Background: an optimization exercise with open tools, aiming at small area, a short achievable clock period and few clock cycles per item. Do not read the settings as production practice. Only simulation tests tie the RTL to the original design; equivalence was not proved.

## lwm_core
module lwm_core (
    input  wire        clk,
    input  wire        rst,           
    input  wire        bus_valid,
    input  wire        bus_write,
    input  wire [5:0]  bus_addr,      
    input  wire [1:0]  bus_size,      
    input  wire [31:0] bus_wdata,
    output reg         bus_ready,
    output reg         bus_err,
    output reg  [31:0] bus_rdata
);
Size in the first run: ~10000 cells after synthesis, ~490 flip-flops, roughly 78 I/O pins, roughly 67000 µm² of cells after synthesis.
==> flow/config.mk <==
export PLATFORM = sky130hd
export DESIGN_NAME = lwm_core
export DESIGN_NICKNAME = lwm_core
export VERILOG_FILES = /design/flow/design.v
export SDC_FILE = /design/flow/constraint.sdc
export NUM_CORES = 8
export LEC_CHECK = 0
export ABC_AREA = 1
export CAP_MARGIN = 20
export CORE_MARGIN = 2
export CORE_UTILIZATION = 35
export GPL_ROUTABILITY_DRIVEN = 1
export PLACE_DENSITY = 0.5
export SLEW_MARGIN = 20
==> flow/constraint.sdc <==
create_clock -name core_clock -period 17.0 [get_ports {clk}]
set_input_delay 3.4000 -clock core_clock [delete_from_list [all_inputs] [get_ports {clk}]]
set_output_delay 3.4000 -clock core_clock [all_outputs]
set_load 0.01 [all_outputs]
standard.sh (not shown) runs the stock make flow with config.mk's settings and CLKGATE_MAP_FILE= SYNTH_SCRIPT=/design/flow/synth_recipe.tcl, a recipe that flattens the netlist after the stock synthesis.
==> flow/flow/run.sh <==
#!/bin/bash
set -euo pipefail
bash standard.sh SETUP_SLACK_MARGIN=8.5 finish > flow_standard.log 2>&1
The first run went through all stages and came out clean.
Testbench counts at the start, summed over its fixed seeds: cycles 95,108, items 12,000.
Change:
==> flow/flow/run.sh (replaced) <==
#!/bin/bash
set -euo pipefail
bash standard.sh SETUP_SLACK_MARGIN=9 finish > flow_standard.log 2>&1
Final area climbs by 4.9%.
Routed wire length climbs by 0.44%.

========
Another version of the RTL of lwm_core (not shown whole).
Size: roughly 430 flip-flops, about 78 I/O pins.
==> flow/config.mk <==
export PLATFORM = sky130hd
export DESIGN_NAME = lwm_core
export DESIGN_NICKNAME = lwm_core
export VERILOG_FILES = /design/flow/design.v
export SDC_FILE = /design/flow/constraint.sdc
export NUM_CORES = 8
export LEC_CHECK = 0
export ABC_AREA = 1
export CAP_MARGIN = 20
export CORE_MARGIN = 2
export CORE_UTILIZATION = 45
export GPL_ROUTABILITY_DRIVEN = 1
export PLACE_DENSITY = 0.6
export SLEW_MARGIN = 20
==> flow/constraint.sdc <==
create_clock -name core_clock -period 17.0 [get_ports {clk}]
set_input_delay 3.4000 -clock core_clock [delete_from_list [all_inputs] [get_ports {clk}]]
set_output_delay 3.4000 -clock core_clock [all_outputs]
set_load 0.01 [all_outputs]
==> flow/flow/run.sh <==
#!/bin/bash
set -euo pipefail
bash standard.sh SETUP_SLACK_MARGIN=8.5 finish > flow_standard.log 2>&1
Testbench counts at the start, summed over its fixed seeds: cycles 101,149, items 12,000.
Rerun with:
==> flow/run.sh (new file) <==
#!/bin/bash
# synth_recipe.tcl (not shown) runs the flow's synth.tcl, then flattens the netlist and writes it again
# the make line also repeats each setting of config.mk as NAME=value (left out here)
make -C /OpenROAD-flow-scripts/flow DESIGN_CONFIG=/design/flow/config.mk WORK_HOME=/design/flow/orfs CLKGATE_MAP_FILE= SYNTH_SCRIPT=/design/flow/synth_recipe.tcl finish
SETUP_SLACK_MARGIN = 5   (was not set)
removed: flow/flow/run.sh
removed: flow/standard.sh
Final area went down by 6.5%; core utilization went down by 3.6 points; die area does not change; worst setup slack gains 0.27 ns; fmax went up by 2.2%; first-iteration DRC count went up by 10%.

========
## old
Another version of the RTL of lwm_core (not shown whole).
For scale: roughly 10000 cells after synthesis.
Settings: LEC_CHECK=0, ABC_AREA=1, CAP_MARGIN=20, CORE_MARGIN=2, CORE_UTILIZATION=35, GPL_ROUTABILITY_DRIVEN=1, PLACE_DENSITY=0.5, SLEW_MARGIN=20; clock period 17.0 ns.
==> flow/flow/run.sh <==
#!/bin/bash
set -euo pipefail
bash standard.sh SETUP_SLACK_MARGIN=9 finish > flow_standard.log 2>&1
Status old: flow complete, layout not clean - antenna rules
Testbench counts of old, summed over its fixed seeds: cycles 97,244, items 12,000.
Inputs modified between old and new:
==> flow/flow/run.sh <==
#!/bin/bash
set -euo pipefail
bash standard.sh SETUP_SLACK_MARGIN=8.5 finish > flow_standard.log 2>&1
Notes after the runs:
In new the implementation completed, yet the final layout does not meet the checks, the culprit being capacitance limit, slew limit. Higher worst setup slack for register-to-register paths was reported by old, not new. Changes observed in new relative to old: final area lower, routed wire length on met3 ~0 delta, non-clock buffer count has decreased, flip-flop and latch count flat. [compare] base=old new=new: non-filler instance count after layout decreased by 0.60% relative to the old numbers; count of instances resized after the clock tree is built down 49%.

========
== v20 ==
lwm_core, a different RTL version from the one above (not shown whole).
Size in the first run: ~10,000 cells after synthesis, ~78 I/O pins.
clock: 17.0 ns
lec_check: 0
abc_area: 1
cap_margin: 20
core_margin: 2
core_utilization: 35
gpl_routability_driven: 1
place_density: 0.5
slew_margin: 20
==> flow/flow/run.sh <==
#!/bin/bash
set -euo pipefail
bash standard.sh SETUP_SLACK_MARGIN=8.5 finish > flow_standard.log 2>&1
v20 was carried through to the last stage, and its layout satisfied the timing, DRC and antenna checks.
Testbench counts of v20, summed over its fixed seeds: cycles 98,054, items 12,000.
For v37, these inputs were changed with respect to v20:
==> flow/flow/run.sh <==
#!/bin/bash
set -euo pipefail
bash standard.sh SETUP_SLACK_MARGIN=9 finish > flow_standard.log 2>&1
## What came out
Slew at the pin with the worst max-slew slack: v37 vs v20 up 140 ps. The finished layout cell area of v37 was inferior to that of v20. Proportion of cell area occupied by registers in v37 vs v20: down 0.59 points. [compare] base=v20 new=v37: count of antenna diodes in the layout went up; count of cells resized by post-cts repair went up. The met2 layer usage reported by global route number comes out lower for v37 vs v20. v37 ended up with primary input to primary output as its kind of critical path; v20 ended up with flip-flop to flip-flop.

[separate check: timing with driven ports]
Ports are ideal in the flow. The routed layouts listed here were re-timed in OpenROAD.
Step 1 sets driving cells, clkbuf_16 on the clock port and buf_2 on the other inputs (assumed; they add their load-dependent delay and slew).
Step 2 adds t to the input delays and takes it off the output delays; t is the mean of the earliest and latest rising clock arrival at the registers after step 1. Input paths then give back, and output paths get back, about the clock's delay inside the block.
Three values: no drivers, after step 1, after step 2; two values: the first two.
run	shift t [ns]	setup WS [ns]	hold WS [ns]	worst slew at a driven data input, ns
the first run of note 1	0.825	7.886 / 7.886 / 7.804	0.458 / 0.458 / 0.458	0.06
the second run of note 1	0.865	7.837 / 7.837 / 7.837	0.458 / 0.458 / 0.458	0.06
the first run of note 2	0.814	4.451 / 4.359 / 5.173	0.491 / 0.491 / 0.491	0.11
the second run of note 2	0.802	4.724 / 4.633 / 4.475	0.483 / 0.483 / 0.483	0.05
old	0.848	8.200 / 8.103 / 8.360	0.453 / 0.453 / 0.453	0.07
new	0.837	8.092 / 7.994 / 7.764	0.448 / 0.448 / 0.448	0.07
v20	0.841	8.445 / 8.439 / 7.917	0.458 / 0.458 / 0.458	0.04
v37	0.839	8.655 / 8.592 / 8.542	0.468 / 0.468 / 0.468	0.06
For v20, which loses most, drivers alone change the setup slack by -0.006 ns; drivers and shift together by -0.528 ns.
